From an optimization exercise on the open Yosys and OpenROAD flow, aimed at small area, a short achievable clock period and few clock cycles; shortcuts taken in it are not production practice. Only simulation tests tie the RTL to the original design; equivalence was not proved.

==> flow/design.v (outline; a module is shown in full before it is edited, if it fits) <==
// module rtcconv_exec: 1618 lines
// module rtcconv: 188 lines
module rtcconv (
    input  wire        clk,
    input  wire        rst,           
    input  wire        bus_wr,
    input  wire        bus_rd,
    input  wire [7:0]  bus_addr,
    input  wire [3:0]  bus_be,
    input  wire [31:0] bus_wdata,
    output reg  [31:0] bus_rdata
);
  // ...
==> flow/flow/run.sh <==
#!/bin/bash
set -o pipefail
export BUFFER_PORTS_ARGS="-buffer_cell sky130_fd_sc_hd__buf_2"
export SETUP_SLACK_MARGIN=78.3
export CTS_ARGS="-sink_clustering_enable -repair_clock_nets -dont_use_dummy_load -sink_clustering_size 16 -sink_clustering_max_diameter 100 -buf_list sky130_fd_sc_hd__clkbuf_16"
bash standard.sh > standard.log 2>&1
==> flow/standard.sh <==
#!/bin/bash
# synth_recipe.tcl (not shown) runs the flow's synth.tcl, then flattens the netlist and writes it again
# the make line also repeats each setting of config.mk as NAME=value (left out here)
make -C /OpenROAD-flow-scripts/flow DESIGN_CONFIG=/design/flow/config.mk WORK_HOME=/design/flow/orfs CLKGATE_MAP_FILE= SYNTH_SCRIPT=/design/flow/synth_recipe.tcl "${@:-finish}"
==> flow/config.mk <==
export PLATFORM = sky130hd
export DESIGN_NAME = rtcconv
export DESIGN_NICKNAME = rtcconv
export VERILOG_FILES = /design/flow/design.v
export SDC_FILE = /design/flow/constraint.sdc
export NUM_CORES = 4
export LEC_CHECK = 0
export ABC_AREA = 1
export CAP_MARGIN = 20
export CORE_MARGIN = 2
export CORE_UTILIZATION = 55
export SLEW_MARGIN = 20
==> flow/constraint.sdc <==
create_clock -name core_clock -period 100.0 [get_ports {clk}]
set_input_delay 20.0000 -clock core_clock [delete_from_list [all_inputs] [get_ports {clk}]]
set_output_delay 20.0000 -clock core_clock [all_outputs]
set_load 0.01 [all_outputs]
==> results.cfg, run 1 <==
[global_route]
track_usage = 0.406
first_global_vias = 30500
grt_pass1_wl_mm = 190
gr-total-overflow = 0
grt_util_met3 = 0.0780

[final_layout]
fillCellCount = 5677
seq_share = 0.178
most-common-layout-cells = nand2_1, inv_1, dfxtp_1
final_util = 0.597
clock_area_frac = 0.0170
buffer_area_frac = 0.0282
syn_to_final_growth_pct = 7.06
nonClockBufferCount = 140

[setup_path]
path_delay_family = simple AND/OR/NAND/NOR gates
endpoint_kind = flip-flop
path_buf_inv = 4
start_kind = input port
reg2reg_slack_ns = 80.01

[drt]
drcViolationCount = 0
drtIter0Drc = 3852
wl_per_cell_um = 23.7
drt-pass1-iter-count = 7
dr_wl_met3_mm = 14.6

[floorplanning]
core_um2 = 59100

[clocking]
clockBufferDepth = 3
postCtsSetupBuffers = 3
holdBufCountCts = 0

[timing]
max_freq_ghz = 0.0460

[status]
status = no timing/DRC/antenna violations

[synth]
synth_compound_area_frac = 0.162
synth_xor_area_frac = 0.0137
syn_inst = 4566
synthDistinctLibCells = 75
synth_area_um2 = 33000

[worst_hold_path]
hold_path_depth = 2

[placed_design]
post-place-ws_ns = 76.85
routabilityCongestion = 1.05
Testbench counts, summed over its fixed seeds: cycles 93,191.
==> inputs of run 2 (changes only) <==
--- a/flow/config.mk
+++ b/flow/config.mk
@@ -10,3 +10,3 @@
 export CORE_MARGIN = 2
-export CORE_UTILIZATION = 55
+export CORE_UTILIZATION = 60
 export SLEW_MARGIN = 20
==> run 2 against run 1 <==
Net effect: area after synthesis did not move; die area down 8.2%; routed wire length is 2.4% lower; synthesized cell count unchanged.
==> results.cfg, run 2 <==
[clocking]
clock_sinks = 313
cts_tree = yes
holdBufCountCts = 0
clockBufferDepth = 3
cts_buffers = 24
insertion_delay_ns = 0.59
cts_htree_levels = 1
clockRootBuffer = clkbuf_16
path_clk_slew_ns = 0.07

[global_route]
grt_antenna_before_repair = 8
grt_max_degree = 65
track_usage = 0.432
grt_pass1_wl_mm = 183
first_global_vias = 30000
gr-total-overflow = 0

[floorplanning]
ios = 80
rows = 85
die_w_um = 238
die_h_um = 238
core_um2 = 54000
die_area_um2 = 56800
start_util = 0.610

[setup_path]
reg2reg_slack_ns = 79.70
critPathArrivalTime_ns = 22.16
start_kind = input port
crit_path_max_fanout = 9
endpoint_kind = flip-flop
path_class = input port to flip-flop
required_ns = 100.42

[timing]
clock_skew_ns = 0.0517
setup_viol = 0
tns_ns = 0
hold_ws_ns = 0.466
tightestPinTransition_ns = 1.12
fin_crit_ns = 21.74
drv_slew = 0
rsz0062_at_grt = no
max-slew-margin-rel = 0.253
max_freq_ghz = 0.0460
fin_crit_sh = 0.217
layout_setup_ws_ns = 78.26
report.final.hold_viol_count = 0

[synth]
yosysTopAreaCell = dfxtp_1
synth_edf_count = 0
synth-seq-cells = 313
synth.area.top_cells = dfxtp_1, fa_1, nand2_1
synth_nets = 5197
synthTopCellsByCount = nand2_1, inv_1, nor2_1
async_flop_share = 0
synth_area_per_cell_um2 = 7.22
yosysMostFrequentCell = nand2_1
synth_warnings = 2
ys.flop_type = dfxtp_1
synth_top_area_frac = 0.190
synth_area_um2 = 33000
syn_inst = 4566
ys_seq_area_frac = 0.190
synthDistinctLibCells = 75

[drt]
wl_mm = 124
drcViolationCount = 0
wl_per_cell_um = 23.4
vias_per_cell = 6.11
drt-pass1-iter-count = 10
drtIter0Drc = 4348
vias = 32400
ant_nets = 0

[final_layout]
fillCellCount = 4949
layout_commonest_cell = nand2_1
syn_to_final_growth_pct = 6.66
instances_no_fill = 5306
final_util = 0.651
nNetsFinal = 5243
reg_top3 = ts x64, bus_rdata x32, cmd x32
diodes = 0
most-common-layout-cells = nand2_1, inv_1, dfxtp_1
largest-register = ts
largest_reg_flops = 64
layout-drive-gt1-share = 0.0761

[placed_design]
place_inst = 5260
dp_hpwl_mm = 99.2
routabilityCongestion = 1.08
numPortBuffers = 79
post-place-ws_ns = 76.48

[worst_hold_path]
hp-class = flip-flop to flip-flop

[job]
drv_cap = 0

[status]
status = no timing/DRC/antenna violations
## run 2: cell counts after synthesis
No cell type changed its count.
## run 2: routing by layer
layer	wire (µm)	part of all wire	track usage
met3	16000	0.13	0.112
met2	51500	0.41	0.646
met5	91	0.00073	0
met4	9420	0.076	0.257
met1	47200	0.38	0.564
## run 2: worst max-delay path, stage by stage
cell	delay, ns
buf_2	0.13
nor2_1	0.09
inv_1	0.21
nor2_4	0.07
buf_4	0.16
nand2_1	0.34
o22ai_1	0.25
nor4_1	0.68
a41oi_1	0.21
## run 2: area by class of cell
cell class                      instances  area (µm²)  area share
Timing Repair inverter                  1        7.51    0.000214
Inverter                              926        3500      0.0996
Timing Repair Buffer                  142         973      0.0277
Sequential cell                       313        6270       0.178
Tap cell                              696         871      0.0248
Multi-Input combinational cell       3204       22900       0.652
Clock buffer                           24         601      0.0171
## run 2: kinds of logic (layout without fill, tap and decap cells)
| family | after synthesis | in the layout | synth area share |
|---|---|---|---|
| muxes | 3 | 3 | 0.000911 |
| xor gates and xnor gates | 49 | 49 | 0.0137 |
| DFF | 313 | 313 | 0.190 |
| adders and majority gates | 583 | 583 | 0.291 |
| AOI/OAI and AO/OA | 887 | 887 | 0.162 |
| buffers and inverters | 1049 | 1093 | 0.121 |
| and+or+nand+nor | 1682 | 1682 | 0.221 |
## run 2: path summary, 6_finish.rpt
| kind | to | cells past startpoint | from |
|---|---|---|---|
| setup reg to reg | tb_year[2] | 114 | u_exec.s1_days[1] |
| hold reg to reg | c_day[5] | 2 | c_day[5] |
| setup / recovery | bus_rdata[5] | 9 | bus_addr[3] |
| hold / removal | c_day[5] | 2 | c_day[5] |
## run 2: what timing repair did
| action | in CTS | in global routing |
|---|---|---|
| gates resized for setup | 50 | 36 |
| endpoints found under the setup margin | 219 | 171 |
| buffers inserted | 5 | 13 |
| pin swaps | 1 | 5 |
| gates cloned | 1 | 2 |
## run 2: stage by stage
stage	cell area (µm²)
6_report	35100
5_1_grt	35100
4_1_cts	34900
3_5_place_dp	34100
3_3_place_gp	34100
2_1_floorplan	33000
==> inputs of run 3 (changes only) <==
==> flow/flow/run.sh (replaced) <==
#!/bin/bash
set -o pipefail
export BUFFER_PORTS_ARGS="-buffer_cell sky130_fd_sc_hd__buf_2"
export SETUP_SLACK_MARGIN=78.3
export CTS_ARGS="-sink_clustering_enable -repair_clock_nets -dont_use_dummy_load -sink_clustering_size 20 -sink_clustering_max_diameter 100 -buf_list sky130_fd_sc_hd__clkbuf_16"
bash standard.sh > standard.log 2>&1
--- a/flow/config.mk
+++ b/flow/config.mk
@@ -10,3 +10,3 @@
 export CORE_MARGIN = 2
-export CORE_UTILIZATION = 60
+export CORE_UTILIZATION = 55
 export SLEW_MARGIN = 20
==> run 3 against run 2 <==
Net effect: clock skew increased by 0.058 ns; first-iteration DRC count decreased by 3.9%; die area increased by 8.9%; worst setup slack improved by 0.055 ns; highest routed layer unchanged; critical path depth increased by 4; sequential cell count unchanged.
==> results.cfg, run 3 <==
[synth]
syn_inst = 4566
synth-seq-cells = 313
ys_seq_area_frac = 0.190
ys.flop_type = dfxtp_1
async_flop_share = 0
synth_top_area_frac = 0.190
synth_nets = 5197
synth_area_per_cell_um2 = 7.22
synth_edf_count = 0
yosysMostFrequentCell = nand2_1
synthDistinctLibCells = 75
synth_area_um2 = 33000
synth.area.top_cells = dfxtp_1, fa_1, nand2_1
synthTopCellsByCount = nand2_1, inv_1, nor2_1
synth_warnings = 2
yosysTopAreaCell = dfxtp_1

[final_layout]
final_util = 0.596
layout-drive-gt1-share = 0.0769
layout_commonest_cell = nand2_1
syn_to_final_growth_pct = 6.87
fillCellCount = 5682
reg_top3 = ts x64, bus_rdata x32, cmd x32
instances_no_fill = 5382
most-common-layout-cells = nand2_1, inv_1, dfxtp_1
multi_input_area_um2 = 23000
nNetsFinal = 5238
seq_area_um2 = 6270
largest_reg_flops = 64
largest-register = ts

[global_route]
gr-total-overflow = 0
grt_antenna_before_repair = 6
track_usage = 0.406
first_global_vias = 30500
grt_pass1_wl_mm = 190
grt_max_degree = 85

[setup_path]
r2r_end = tb_year[7]
cp_cell_sequence = buf_2, nor2_4, inv_1, nor2_4, inv_1, nor2_2, buf_12, clkinvlp_4, nand2_1, o41ai_4, buf_4, buf_4, a41oi_1
reg2reg_slack_ns = 80.00
start_kind = input port
path_class = input port to flip-flop
critPathSlowestCell = nor2_4
crit_path_max_fanout = 28
cpPeakStageDelay_ns = 0.24
path_buf_inv = 7
endpoint_kind = flip-flop
required_ns = 100.51
critPathArrivalTime_ns = 22.19
rr_startpoint = u_exec.s1_days[1]
endpoint = bus_rdata[13]
worst-path-stages = 13
reg2regPathDepth = 121
critPathLaunch = bus_addr[1]
path_delay_family = buffers and inverters

[drt]
vias_per_cell = 6.03
vias = 32500
wl_mm = 127
drcViolationCount = 0
ant_nets = 0
drtIter0Drc = 4180
drt-pass1-iter-count = 6
wl_per_cell_um = 23.6

[clocking]
clock_sinks = 313
clockRootBuffer = clkbuf_16
cts_tree = yes
insertion_delay_ns = 0.59
cts_htree_levels = 1
cts_buffers = 20
clockBufferDepth = 3
path_clk_slew_ns = 0.10
holdBufCountCts = 0

[floorplanning]
start_util = 0.557
ios = 80
die_w_um = 249
die_h_um = 249
core_um2 = 59100
die_area_um2 = 61900
rows = 89

[timing]
rsz0062_at_grt = yes
drv_slew = 0
setup_viol = 0
max_freq_ghz = 0.0461
max-slew-margin-rel = 0.221
tns_ns = 0
clock_skew_ns = 0.110
fin_crit_sh = 0.217
report.final.hold_viol_count = 0
layout_setup_ws_ns = 78.32
fin_crit_ns = 21.68
tightestPinTransition_ns = 1.16

[placed_design]
post-place-ws_ns = 76.85
dp_hpwl_mm = 102
routabilityCongestion = 1.05
numPortBuffers = 79
place_inst = 5342

[job]
drv_cap = 0

[status]
status = no timing/DRC/antenna violations

[worst_hold_path]
hp-class = flip-flop to flip-flop
[run 3: cell counts after synthesis]
Identical to the previous run, type by type.
[run 3: worst register-to-register path, delay by kind of cell, from the launching register on]
family | cells | cell delay [ns]
buf+inv | 28 | 1.88
xor+xnor | 1 | 0.13
simple gates | 45 | 4.83
compound gates | 5 | 0.85
fa+ha+maj | 42 | 11.65
flops | 1 | 0.53
[run 3: stage by stage]
step                      area, µm²  hold slack [ns]
after detailed placement      34200            0.460
after floorplan               33000            0.440
after global routing          35200            0.486
after global placement        34200            0.452
after CTS                     35000            0.474
final                         35200            0.475
[run 3: how the worst min path moves through the flow]
stage / end / depth (start not counted) / slack, ns / startpoint
after floorplan: eacc / 2 / 0.44 / eacc
after global placement: c_day[6] / 2 / 0.45 / c_day[6]
after detailed placement: flags[0] / 2 / 0.46 / flags[0]
after CTS: flags[4] / 2 / 0.47 / flags[4]
after global routing: flags[2] / 2 / 0.49 / flags[2]
final: c_day[5] / 2 / 0.48 / c_day[5]
[run 3: logic make-up after synthesis]
group           count (synthesis)  share of synthesized area
simple gates                 1682                      0.221
buf+inv                      1049                      0.121
compound gates                887                      0.162
fa+ha+maj                     583                      0.291
flops                         313                      0.190
xor+xnor                       49                     0.0137
mux                             3                   0.000911
[run 3: layout make-up]
type	count	share of cell area
clock buffer	20	0.0142
multi-input combinational	3204	0.652
antenna	4	0.000284
tap	773	0.0275
timing repair buffer	141	0.0281
inverter	926	0.0994
sequential	313	0.178
timing repair inverter	1	0.000142
[run 3: what timing repair did]
item	CTS	global route
pin swaps	2	2
setup buffers	6	6
gates resized for setup	52	45
setup endpoints to repair	224	123
gates cloned	3	1
[run 3: per-layer routing]
layer | global-route usage | wire (µm) | vias to the layer above | share of wire
met4 | 0.225 | 8710 | 4 | 0.068
met1 | 0.554 | 50500 | 15300 | 0.40
met5 | 0 | 34 | - | 0.00027
li1 | - | - | 14800 | -
met3 | 0.0760 | 14500 | 408 | 0.11
met2 | 0.607 | 53500 | 1914 | 0.42
==> module rtcconv, before the edit <==
module rtcconv (
    input  wire        clk,
    input  wire        rst,           
    input  wire        bus_wr,
    input  wire        bus_rd,
    input  wire [7:0]  bus_addr,
    input  wire [3:0]  bus_be,
    input  wire [31:0] bus_wdata,
    output reg  [31:0] bus_rdata
);
    localparam A_CMD     = 8'h00;
    localparam A_STATUS  = 8'h04;
    localparam A_ARG     = 8'h08;
    localparam A_RES     = 8'h0C;
    localparam A_TS_LO   = 8'h10;
    localparam A_TS_HI   = 8'h14;
    localparam A_DAYS    = 8'h18;
    localparam A_C_SEC   = 8'h20;
    localparam A_C_MIN   = 8'h24;
    localparam A_C_HOUR  = 8'h28;
    localparam A_C_DOW   = 8'h2C;
    localparam A_C_DAY   = 8'h30;
    localparam A_C_MON   = 8'h34;
    localparam A_C_YOFF  = 8'h38;
    localparam A_TB_SEC  = 8'h40;
    localparam A_TB_MIN  = 8'h44;
    localparam A_TB_HOUR = 8'h48;
    localparam A_TB_DOW  = 8'h4C;
    localparam A_TB_DAY  = 8'h50;
    localparam A_TB_MON  = 8'h54;
    localparam A_TB_YEAR = 8'h58;
    reg [31:0] cmd;
    reg        busy;
    reg [8:0]  flags;         
    reg        ebusy, eacc;   
    reg [8:0]  arg;
    reg [7:0]  res;
    reg [63:0] ts;
    reg [16:0] days;
    reg [7:0]  c_sec, c_min, c_hour, c_dow, c_day, c_mon, c_yoff;
    reg [7:0]  tb_sec, tb_min, tb_hour, tb_dow, tb_day, tb_mon, tb_year;
    wire [31:0] status = {20'd0, eacc, ebusy, flags, busy};
    wire [8:0]  x_flags;
    wire        x_we_res, x_we_ts, x_we_days, x_we_civ_time, x_we_civ_date, x_we_tb;
    wire [7:0]  x_res;
    wire [33:0] x_ts;
    wire [16:0] x_days;
    wire [7:0]  x_sec, x_min, x_hour, x_dow, x_day, x_mon, x_yoff;
    wire [7:0]  x_tb_sec, x_tb_min, x_tb_hour, x_tb_dow, x_tb_day, x_tb_mon, x_tb_year;
    rtcconv_exec u_exec (
        .clk(clk), .cmd(cmd), .arg(arg), .ts(ts),
        .c_sec(c_sec), .c_min(c_min), .c_hour(c_hour), .c_dow(c_dow),
        .c_day(c_day), .c_mon(c_mon), .c_yoff(c_yoff),
        .tb_sec(tb_sec), .tb_min(tb_min), .tb_hour(tb_hour), .tb_dow(tb_dow),
        .tb_day(tb_day), .tb_mon(tb_mon), .tb_year(tb_year),
        .flags(x_flags),
        .we_res(x_we_res), .n_res(x_res),
        .we_ts(x_we_ts), .n_ts(x_ts),
        .we_days(x_we_days), .n_days(x_days),
        .we_civ_time(x_we_civ_time), .we_civ_date(x_we_civ_date),
        .n_sec(x_sec), .n_min(x_min), .n_hour(x_hour), .n_dow(x_dow),
        .n_day(x_day), .n_mon(x_mon), .n_yoff(x_yoff),
        .we_tb(x_we_tb),
        .n_tb_sec(x_tb_sec), .n_tb_min(x_tb_min), .n_tb_hour(x_tb_hour), .n_tb_dow(x_tb_dow),
        .n_tb_day(x_tb_day), .n_tb_mon(x_tb_mon), .n_tb_year(x_tb_year)
    );
    wire       acc_ok  = (bus_addr[1:0] == 2'b00) && (bus_be == 4'hF);
    wire       bad_acc = !acc_ok;
    wire       wr_ok   = bus_wr && acc_ok;
    wire       wr_idle = wr_ok && !busy;
    wire [5:0] wa      = bus_addr[7:2];
    wire w_cmd     = wr_idle && (wa == 6'h00);
    wire w_status  = wr_idle && (wa == 6'h01);
    wire w_arg     = wr_idle && (wa == 6'h02);
    wire w_ts_lo   = wr_idle && (wa == 6'h04);
    wire w_ts_hi   = wr_idle && (wa == 6'h05);
    wire w_c_sec   = wr_idle && (wa == 6'h08);
    wire w_c_min   = wr_idle && (wa == 6'h09);
    wire w_c_hour  = wr_idle && (wa == 6'h0A);
    wire w_c_dow   = wr_idle && (wa == 6'h0B);
    wire w_c_day   = wr_idle && (wa == 6'h0C);
    wire w_c_mon   = wr_idle && (wa == 6'h0D);
    wire w_c_yoff  = wr_idle && (wa == 6'h0E);
    wire w_tb_sec  = wr_idle && (wa == 6'h10);
    wire w_tb_min  = wr_idle && (wa == 6'h11);
    wire w_tb_hour = wr_idle && (wa == 6'h12);
    wire w_tb_dow  = wr_idle && (wa == 6'h13);
    wire w_tb_day  = wr_idle && (wa == 6'h14);
    wire w_tb_mon  = wr_idle && (wa == 6'h15);
    wire w_tb_year = wr_idle && (wa == 6'h16);
    wire c_civt = busy && x_we_civ_time;
    wire c_civd = busy && x_we_civ_date;
    wire c_tb   = busy && x_we_tb;
    reg [31:0] rd_val;
    always @* begin
        case (bus_addr)
            A_CMD:     rd_val = cmd;
            A_STATUS:  rd_val = status;
            A_ARG:     rd_val = {23'd0, arg};
            A_RES:     rd_val = {24'd0, res};
            A_TS_LO:   rd_val = ts[31:0];
            A_TS_HI:   rd_val = ts[63:32];
            A_DAYS:    rd_val = {15'd0, days};
            A_C_SEC:   rd_val = {24'd0, c_sec};
            A_C_MIN:   rd_val = {24'd0, c_min};
            A_C_HOUR:  rd_val = {24'd0, c_hour};
            A_C_DOW:   rd_val = {24'd0, c_dow};
            A_C_DAY:   rd_val = {24'd0, c_day};
            A_C_MON:   rd_val = {24'd0, c_mon};
            A_C_YOFF:  rd_val = {24'd0, c_yoff};
            A_TB_SEC:  rd_val = {24'd0, tb_sec};
            A_TB_MIN:  rd_val = {24'd0, tb_min};
            A_TB_HOUR: rd_val = {24'd0, tb_hour};
            A_TB_DOW:  rd_val = {24'd0, tb_dow};
            A_TB_DAY:  rd_val = {24'd0, tb_day};
            A_TB_MON:  rd_val = {24'd0, tb_mon};
            A_TB_YEAR: rd_val = {24'd0, tb_year};
            default:   rd_val = 32'd0;
        endcase
    end
    always @(posedge clk) begin
        if (rst || bad_acc) bus_rdata <= 32'd0;
        else                bus_rdata <= rd_val;
    end
    always @(posedge clk) begin
        if (rst) begin
            cmd <= 32'd0; busy <= 1'b0; flags <= 9'd0; ebusy <= 1'b0; eacc <= 1'b0;
        end else begin
            if (w_cmd) cmd <= bus_wdata;
            busy <= w_cmd;
            if (busy) flags <= x_flags;
            if (busy && wr_ok)                   ebusy <= 1'b1;
            else if (w_status && bus_wdata[10])  ebusy <= 1'b0;
            if ((bus_wr || bus_rd) && bad_acc)   eacc  <= 1'b1;
            else if (w_status && bus_wdata[11])  eacc  <= 1'b0;
        end
    end
    always @(posedge clk) begin
        if (rst)        arg <= 9'd0;
        else if (w_arg) arg <= bus_wdata[8:0];
    end
    always @(posedge clk) begin
        if (rst)                   res <= 8'd0;
        else if (busy && x_we_res) res <= x_res;
    end
    always @(posedge clk) begin
        if (rst)                  ts[31:0] <= 32'd0;
        else if (w_ts_lo)         ts[31:0] <= bus_wdata;
        else if (busy && x_we_ts) ts[31:0] <= x_ts[31:0];
    end
    always @(posedge clk) begin
        if (rst)                  ts[63:32] <= 32'd0;
        else if (w_ts_hi)         ts[63:32] <= bus_wdata;
        else if (busy && x_we_ts) ts[63:32] <= {30'd0, x_ts[33:32]};
    end
    always @(posedge clk) begin
        if (rst)                    days <= 17'd0;
        else if (busy && x_we_days) days <= x_days;
    end
    always @(posedge clk) begin
        if (rst) begin
            c_sec <= 8'd0; c_min <= 8'd0; c_hour <= 8'd0; c_dow <= 8'd0;
            c_day <= 8'd0; c_mon <= 8'd0; c_yoff <= 8'd0;
        end else begin
            if (w_c_sec)  c_sec  <= bus_wdata[7:0]; else if (c_civt) c_sec  <= x_sec;
            if (w_c_min)  c_min  <= bus_wdata[7:0]; else if (c_civt) c_min  <= x_min;
            if (w_c_hour) c_hour <= bus_wdata[7:0]; else if (c_civt) c_hour <= x_hour;
            if (w_c_dow)  c_dow  <= bus_wdata[7:0]; else if (c_civd) c_dow  <= x_dow;
            if (w_c_day)  c_day  <= bus_wdata[7:0]; else if (c_civd) c_day  <= x_day;
            if (w_c_mon)  c_mon  <= bus_wdata[7:0]; else if (c_civd) c_mon  <= x_mon;
            if (w_c_yoff) c_yoff <= bus_wdata[7:0]; else if (c_civd) c_yoff <= x_yoff;
        end
    end
    always @(posedge clk) begin
        if (rst) begin
            tb_sec <= 8'd0; tb_min <= 8'd0; tb_hour <= 8'd0; tb_dow <= 8'd0;
            tb_day <= 8'd0; tb_mon <= 8'd0; tb_year <= 8'd0;
        end else begin
            if (w_tb_sec)  tb_sec  <= bus_wdata[7:0]; else if (c_tb) tb_sec  <= x_tb_sec;
            if (w_tb_min)  tb_min  <= bus_wdata[7:0]; else if (c_tb) tb_min  <= x_tb_min;
            if (w_tb_hour) tb_hour <= bus_wdata[7:0]; else if (c_tb) tb_hour <= x_tb_hour;
            if (w_tb_dow)  tb_dow  <= bus_wdata[7:0]; else if (c_tb) tb_dow  <= x_tb_dow;
            if (w_tb_day)  tb_day  <= bus_wdata[7:0]; else if (c_tb) tb_day  <= x_tb_day;
            if (w_tb_mon)  tb_mon  <= bus_wdata[7:0]; else if (c_tb) tb_mon  <= x_tb_mon;
            if (w_tb_year) tb_year <= bus_wdata[7:0]; else if (c_tb) tb_year <= x_tb_year;
        end
    end
endmodule
==> inputs of run 4 (changes only) <==
--- a/flow/design.v
+++ b/flow/design.v
@@ -1713,25 +1713,25 @@
     always @* begin
-        case (bus_addr)
-            A_CMD:     rd_val = cmd;
-            A_STATUS:  rd_val = status;
-            A_ARG:     rd_val = {23'd0, arg};
-            A_RES:     rd_val = {24'd0, res};
-            A_TS_LO:   rd_val = ts[31:0];
-            A_TS_HI:   rd_val = ts[63:32];
-            A_DAYS:    rd_val = {15'd0, days};
-            A_C_SEC:   rd_val = {24'd0, c_sec};
-            A_C_MIN:   rd_val = {24'd0, c_min};
-            A_C_HOUR:  rd_val = {24'd0, c_hour};
-            A_C_DOW:   rd_val = {24'd0, c_dow};
-            A_C_DAY:   rd_val = {24'd0, c_day};
-            A_C_MON:   rd_val = {24'd0, c_mon};
-            A_C_YOFF:  rd_val = {24'd0, c_yoff};
-            A_TB_SEC:  rd_val = {24'd0, tb_sec};
-            A_TB_MIN:  rd_val = {24'd0, tb_min};
-            A_TB_HOUR: rd_val = {24'd0, tb_hour};
-            A_TB_DOW:  rd_val = {24'd0, tb_dow};
-            A_TB_DAY:  rd_val = {24'd0, tb_day};
-            A_TB_MON:  rd_val = {24'd0, tb_mon};
-            A_TB_YEAR: rd_val = {24'd0, tb_year};
-            default:   rd_val = 32'd0;
+        case (bus_addr[7:2])
+            6'h00: rd_val = cmd;
+            6'h01: rd_val = status;
+            6'h02: rd_val = {23'd0, arg};
+            6'h03: rd_val = {24'd0, res};
+            6'h04: rd_val = ts[31:0];
+            6'h05: rd_val = ts[63:32];
+            6'h06: rd_val = {15'd0, days};
+            6'h08: rd_val = {24'd0, c_sec};
+            6'h09: rd_val = {24'd0, c_min};
+            6'h0A: rd_val = {24'd0, c_hour};
+            6'h0B: rd_val = {24'd0, c_dow};
+            6'h0C: rd_val = {24'd0, c_day};
+            6'h0D: rd_val = {24'd0, c_mon};
+            6'h0E: rd_val = {24'd0, c_yoff};
+            6'h10: rd_val = {24'd0, tb_sec};
+            6'h11: rd_val = {24'd0, tb_min};
+            6'h12: rd_val = {24'd0, tb_hour};
+            6'h13: rd_val = {24'd0, tb_dow};
+            6'h14: rd_val = {24'd0, tb_day};
+            6'h15: rd_val = {24'd0, tb_mon};
+            6'h16: rd_val = {24'd0, tb_year};
+            default: rd_val = 32'd0;
         endcase
==> flow/flow/run.sh (replaced) <==
#!/bin/bash
set -o pipefail
export BUFFER_PORTS_ARGS="-buffer_cell sky130_fd_sc_hd__buf_2"
export SETUP_SLACK_MARGIN=78.3
bash standard.sh > standard.log 2>&1
--- a/flow/config.mk
+++ b/flow/config.mk
@@ -11,2 +11,3 @@
 export CORE_UTILIZATION = 55
+export CTS_BUF_LIST = sky130_fd_sc_hd__clkbuf_8
 export SLEW_MARGIN = 20
==> run 4 against run 3 <==
Net effect: via count is 0.75% higher; maximum frequency is 0.54% lower; die area is 0.31% lower; critical path type unchanged; critical endpoint is now bus_rdata[1]; highest routed layer unchanged.
==> results.cfg, run 4 <==
[timing]
rsz0062_at_grt = yes
report.final.hold_viol_count = 0
tightestPinTransition_ns = 1.30
max-slew-margin-rel = 0.122
fin_crit_sh = 0.218
setup_viol = 0
drv_slew = 0
max_freq_ghz = 0.0459
clock_skew_ns = 0.0412
tns_ns = 0
fin_crit_ns = 21.80
hold_ws_ns = 0.465

[clocking]
path_clk_slew_ns = 0.06
clockRootBuffer = clkbuf_8
clock_sinks = 313
cts_tree = yes
cts_buffers = 56
insertion_delay_ns = 0.71
cts_htree_levels = 2
clockBufferDepth = 3

[synth]
synth_nets = 5189
synth.area.top_cells = dfxtp_1, fa_1, nand2_1
synth_area_per_cell_um2 = 7.21
synth_top_family_by_area = adder cells
synth_area_um2 = 32900
synthTopCellsByCount = nand2_1, inv_1, nor2_1
async_flop_share = 0
synth_xor_area_frac = 0.0151
synth_compound_area_frac = 0.165
ys.flop_type = dfxtp_1
synth-seq-cells = 313
synthMuxAreaShare = 0.000305
synth_top_area_frac = 0.191
synth_adder_area_share = 0.292
synth_warnings = 2
synthDistinctLibCells = 73
yosysTopAreaCell = dfxtp_1
synth_edf_count = 0
ys_seq_area_frac = 0.191
syn_inst = 4558
yosysMostFrequentCell = nand2_1
synthSimpleGateAreaFrac = 0.215

[final_layout]
reg_top3 = ts x64, bus_rdata x32, cmd x32
layout_commonest_cell = nand2_1
nNetsFinal = 5251
stdcell_area_um2 = 35600
syn_to_final_growth_pct = 8.49
fillCellCount = 5628
largest_reg_flops = 64
layout-drive-gt1-share = 0.0843
instances_no_fill = 5440
largest-register = ts
most-common-layout-cells = nand2_1, inv_1, dfxtp_1

[setup_path]
required_ns = 100.60
critPathArrivalTime_ns = 22.40
reg2reg_slack_ns = 80.04
cpPeakStageDelay_ns = 0.47
rr_startpoint = u_exec.s1_days[1]
reg2regPathDepth = 113
endpoint_kind = flip-flop
r2r_end = tb_year[1]
crit_path_max_fanout = 7
path_delay_family = simple AND/OR/NAND/NOR gates
path_class = input port to flip-flop
cp_cell_sequence = buf_2, nor2_1, inv_1, nor2_1, inv_1, nor2_1, inv_1, o21ai_1, a221oi_1, nand4_1, nor3_1, a31oi_1
path_buf_inv = 4
critPathSlowestCell = o21ai_1
start_kind = input port

[floorplanning]
die_h_um = 248
ios = 80
rows = 89
start_util = 0.557
die_w_um = 248
die_area_um2 = 61700
core_um2 = 59000

[status]
status = no timing/DRC/antenna violations

[placed_design]
numPortBuffers = 79
place_inst = 5317
placed_area_um2 = 34000
routabilityCongestion = 1.10
dp_hpwl_mm = 102

[global_route]
track_usage = 0.421
grt_pass1_wl_mm = 192
grt_max_degree = 98
first_global_vias = 30900
gr-total-overflow = 0
grt_antenna_before_repair = 9

[worst_hold_path]
min_to = c_dow[4]
hold_path_depth = 2
min-delay-start = c_dow[4]
hp-class = flip-flop to flip-flop

[drt]
drcViolationCount = 0
wl_per_cell_um = 23.8
drtIter0Drc = 3423
wl_mm = 130
ant_nets = 0
drt-pass1-iter-count = 6
vias = 32700
vias_per_cell = 6.01

[job]
drv_cap = 0
-- run 4: cell types whose count changed in the layout (fill, tap and decap cells not counted), moves of 14 or more --
cell	before	now
inv_1	880	897
nand3_1	170	189
o21ai_1	46	30
nor2_2	17	31
clkbuf_8	0	72
clkbuf_16	20	0
-- run 4: worst register-to-register path: cells and delay by family, from the launching register on --
family / cells / cell delay [ns]
DFF: 1 / 0.47
adders and majority gates: 42 / 12.03
AOI/OAI and AO/OA: 7 / 1.44
buffers and inverters: 29 / 2.01
and+or+nand+nor: 34 / 3.75
xor gates and xnor gates: 1 / 0.16
-- run 4: logic make-up after synthesis --
logic type               count (synthesis)
buffers and inverters                 1058
adder cells (fa/ha/maj)                583
flip-flops                             313
AO/OA/AOI/OAI                          886
AND/OR/NAND/NOR                       1663
XOR/XNOR                                54
multiplexers                             1
-- run 4: worst max-delay path by stage --
stage	startpoint	endpoint	slack (ns)	cells past startpoint
after global placement	bus_addr[7]	ts[0]	75.93	11
after floorplan	bus_addr[7]	c_mon[0]	78.33	11
final	bus_addr[5]	bus_rdata[1]	78.20	12
after CTS	bus_addr[7]	bus_rdata[1]	78.31	14
after detailed placement	bus_addr[7]	ts[0]	76.26	11
after global routing	bus_addr[5]	bus_rdata[1]	78.22	12
-- run 4: through the flow --
step	utilization	setup WS, ns
2_1_floorplan	-	78.33
3_3_place_gp	0.576	75.93
3_5_place_dp	0.576	76.26
4_1_cts	0.601	78.31
5_1_grt	0.604	78.22
6_report	0.604	78.20
-- run 4: final cells by class --
cell class	instances	area (µm²)	share of cell area
Antenna cell	6	15.0	0.000421
Clock buffer	72	991	0.0278
Clock inverter	27	255	0.00716
Inverter	931	3520	0.0987
Multi-Input combinational cell	3188	22800	0.639
Sequential cell	313	6270	0.176
Tap cell	773	967	0.0271
Timing Repair Buffer	126	826	0.0232
Timing Repair inverter	4	30.0	0.000843
-- run 4: metal layers --
layer  vias to the layer above  GRT usage  share of wire
li1                      14900          -              -
met1                     15500      0.537           0.39
met2                      1858      0.631           0.42
met3                       473      0.112           0.11
met4                         6      0.269          0.075
met5                         -          0        0.00029
-- run 4: repair_timing --
action	4_1_cts	5_1_grt
pin swaps	2	2
setup buffers	11	2
endpoints found under the setup margin	200	140
cloned	4	1
hold buffers	0	0
gates resized for setup	45	29
Testbench counts of run 4, summed over its fixed seeds: cycles 93,191.
==> inputs of run 5 (changes only) <==
--- a/flow/flow/run.sh
+++ b/flow/flow/run.sh
@@ -4,2 +4,3 @@
 export SETUP_SLACK_MARGIN=78.3
+export CTS_ARGS="-sink_clustering_enable -repair_clock_nets -dont_use_dummy_load -sink_clustering_size 16 -sink_clustering_max_diameter 100 -buf_list sky130_fd_sc_hd__clkbuf_16"
 bash standard.sh > standard.log 2>&1
--- a/flow/config.mk
+++ b/flow/config.mk
@@ -11,3 +11,2 @@
 export CORE_UTILIZATION = 55
-export CTS_BUF_LIST = sky130_fd_sc_hd__clkbuf_8
 export SLEW_MARGIN = 20
==> run 5 against run 4 <==
Net effect: worst setup slack better by 0.0039 ns; routed wire length down 0.13%; area after synthesis unchanged; critical path type unchanged; still clean on timing, DRC and antenna; first-iteration DRC count up 11%.
==> results.cfg, run 5 <==
[synth]
async_flop_share = 0
syn_inst = 4558
ys_seq_area_frac = 0.191
synth_area_um2 = 32900
synthTopCellsByCount = nand2_1, inv_1, nor2_1
synth_warnings = 2
synth_top_area_frac = 0.191
synth_nets = 5189
synth_edf_count = 0
yosysTopAreaCell = dfxtp_1
yosysMostFrequentCell = nand2_1
synth-seq-cells = 313
synth_area_per_cell_um2 = 7.21
synth.area.top_cells = dfxtp_1, fa_1, nand2_1
ys.flop_type = dfxtp_1
synthDistinctLibCells = 73

[global_route]
track_usage = 0.417
busiest_layer = met2
grt_util_met2 = 0.630
grt_util_met3 = 0.105
grt_max_degree = 98
grt_pass1_wl_mm = 190
grt_util_met1 = 0.539
first_global_vias = 30500
gr-total-overflow = 0
grt_antenna_before_repair = 5

[drt]
vias = 32400
drcViolationCount = 0
drt-pass1-iter-count = 8
vias_per_cell = 6.03
wl_mm = 129
drtIter0Drc = 3786
wl_per_cell_um = 24.1
ant_nets = 0

[timing]
report.final.hold_viol_count = 0
clock_skew_ns = 0.0956
rsz0062_at_grt = yes
fin_crit_sh = 0.218
max_freq_ghz = 0.0459
tns_ns = 0
setup_viol = 0
fin_crit_ns = 21.80
hold_ws_ns = 0.469
max-slew-margin-rel = 0.102
tightestPinTransition_ns = 1.33
drv_slew = 0

[final_layout]
syn_to_final_growth_pct = 7.31
nNetsFinal = 5233
layout-drive-gt1-share = 0.0772
reg_top3 = ts x64, bus_rdata x32, cmd x32
layout_commonest_cell = nand2_1
fillCellCount = 5649
most-common-layout-cells = nand2_1, inv_1, dfxtp_1
largest_reg_flops = 64
final_util = 0.597
stdcell_area_um2 = 35300
largest-register = ts

[placed_design]
dp_hpwl_mm = 102
placed_area_um2 = 34000
routabilityCongestion = 1.10
numPortBuffers = 79

[clocking]
clockRootBuffer = clkbuf_16
clockBufferDepth = 3
insertion_delay_ns = 0.62
clock_sinks = 313
cts_buffers = 26
cts_tree = yes
path_clk_slew_ns = 0.10
cts_htree_levels = 1

[worst_hold_path]
min-delay-start = c_dow[4]
min_to = c_dow[4]
hp-class = flip-flop to flip-flop
hold_path_depth = 2

[setup_path]
r2r_end = tb_year[1]
rr_startpoint = u_exec.s1_days[0]
required_ns = 100.54
reg2reg_slack_ns = 79.98
start_kind = input port
reg2regPathDepth = 113
path_class = input port to flip-flop
crit_path_max_fanout = 7
critPathArrivalTime_ns = 22.33
endpoint_kind = flip-flop

[status]
status = no timing/DRC/antenna violations

[job]
drv_cap = 0

[floorplanning]
die_h_um = 248
start_util = 0.557
core_um2 = 59000
die_w_um = 248
die_area_um2 = 61700
ios = 80
rows = 89
## run 5: through the flow
step	instances	setup slack [ns]
after detailed placement	5317	76.26
after floorplan	4558	78.33
after CTS	5358	78.25
after global placement	5317	75.93
after global routing	5373	78.21
final	5374	78.20
## run 5: critical path, cell delays in order
cell and delay, ns:
buf_2 0.13, nor2_1 0.13, inv_2 0.10, nor2_1 0.18
inv_1 0.12, nor2_1 0.42, inv_1 0.28, o22ai_1 0.51
a211oi_1 0.19, a41oi_1 0.26
## run 5: cells by family (layout without fill, tap and decap cells)
| group | Yosys count | in the layout | synth area share |
|---|---|---|---|
| adders and majority gates | 583 | 583 | 0.292 |
| other | 0 | 1 | 0 |
| AOI/OAI and AO/OA | 886 | 886 | 0.165 |
| and+or+nand+nor | 1663 | 1664 | 0.215 |
| muxes | 1 | 1 | 0.000305 |
| DFF | 313 | 313 | 0.191 |
| buffers and inverters | 1058 | 1099 | 0.122 |
| xor gates and xnor gates | 54 | 54 | 0.0151 |
## run 5: repair_timing
| item | CTS | global route |
|---|---|---|
| hold buffers | 0 | 0 |
| cloned | 4 | 4 |
| pin swaps | 3 | 4 |
| buffers inserted | 11 | 11 |
| resized for setup | 55 | 46 |
| endpoints found under the hold margin | 0 | 0 |
| endpoints found under the setup margin | 215 | 199 |
## run 5: how the worst max path moves through the flow
stage,start,to,cells past startpoint
floorplan,bus_addr[7],c_mon[0],11
detailed placement,bus_addr[7],ts[0],11
global route,bus_addr[7],cmd[1],12
finish,bus_addr[5],bus_rdata[3],10
CTS,bus_be[1],tb_day[2],13
global placement,bus_addr[7],ts[0],11
## run 5: routing by layer
layer  wire length, µm  up-vias  part of all wire
li1                  -    14800                 -
met1             50400    15300              0.39
met2             54800     1797              0.42
met3             14500      480              0.11
met4              9700        6             0.075
met5                41        -           0.00032
## run 5: area by class of cell
type	instances	area (µm²)	area share
inverters	931	3520	0.0999
repair buffers	137	973	0.0276
diodes	1	2.50	0.0000710
flip-flops and latches	313	6270	0.178
multi-input cells	3188	22800	0.648
well taps	773	967	0.0274
clock buffers	26	651	0.0185
repair inverters	5	35.0	0.000994

==> what the ideal ports hide <==
In the flow no input, the clock included, has a driving cell. The finished layouts below were timed again as built, in two steps. Step 1: set_driving_cell puts a clkbuf_16 on clk and a buf_2 on each other input, an assumption about the parent block. Step 2 adds t to the input delays and takes it off the output delays; t is the mean of the earliest and latest rising clock arrival at the registers after step 1. Input paths then give back, and output paths get back, about the clock's delay inside the block. Slacks: no drivers / after step 1 / after step 2; pairs: no drivers / after step 1.
run	shift t [ns]	setup WS [ns]	slew at the worst register clock pin (ns)	worst slew at a driven data input, ns
run 1	0.621	78.262 / 78.230 / 77.610	0.09 / 0.09	0.14
run 2	0.631	78.261 / 78.244 / 77.614	0.09 / 0.09	0.07
run 3	0.599	78.316 / 78.331 / 77.732	0.11 / 0.11	0.15
run 4	0.752	78.199 / 78.238 / 77.487	0.08 / 0.08	0.05
run 5	0.636	78.203 / 78.249 / 77.613	0.10 / 0.10	0.05
After both steps setup and hold are still met in every run listed. For run 4, which loses most, drivers alone change the setup slack by +0.039 ns; drivers and shift together by -0.712 ns.
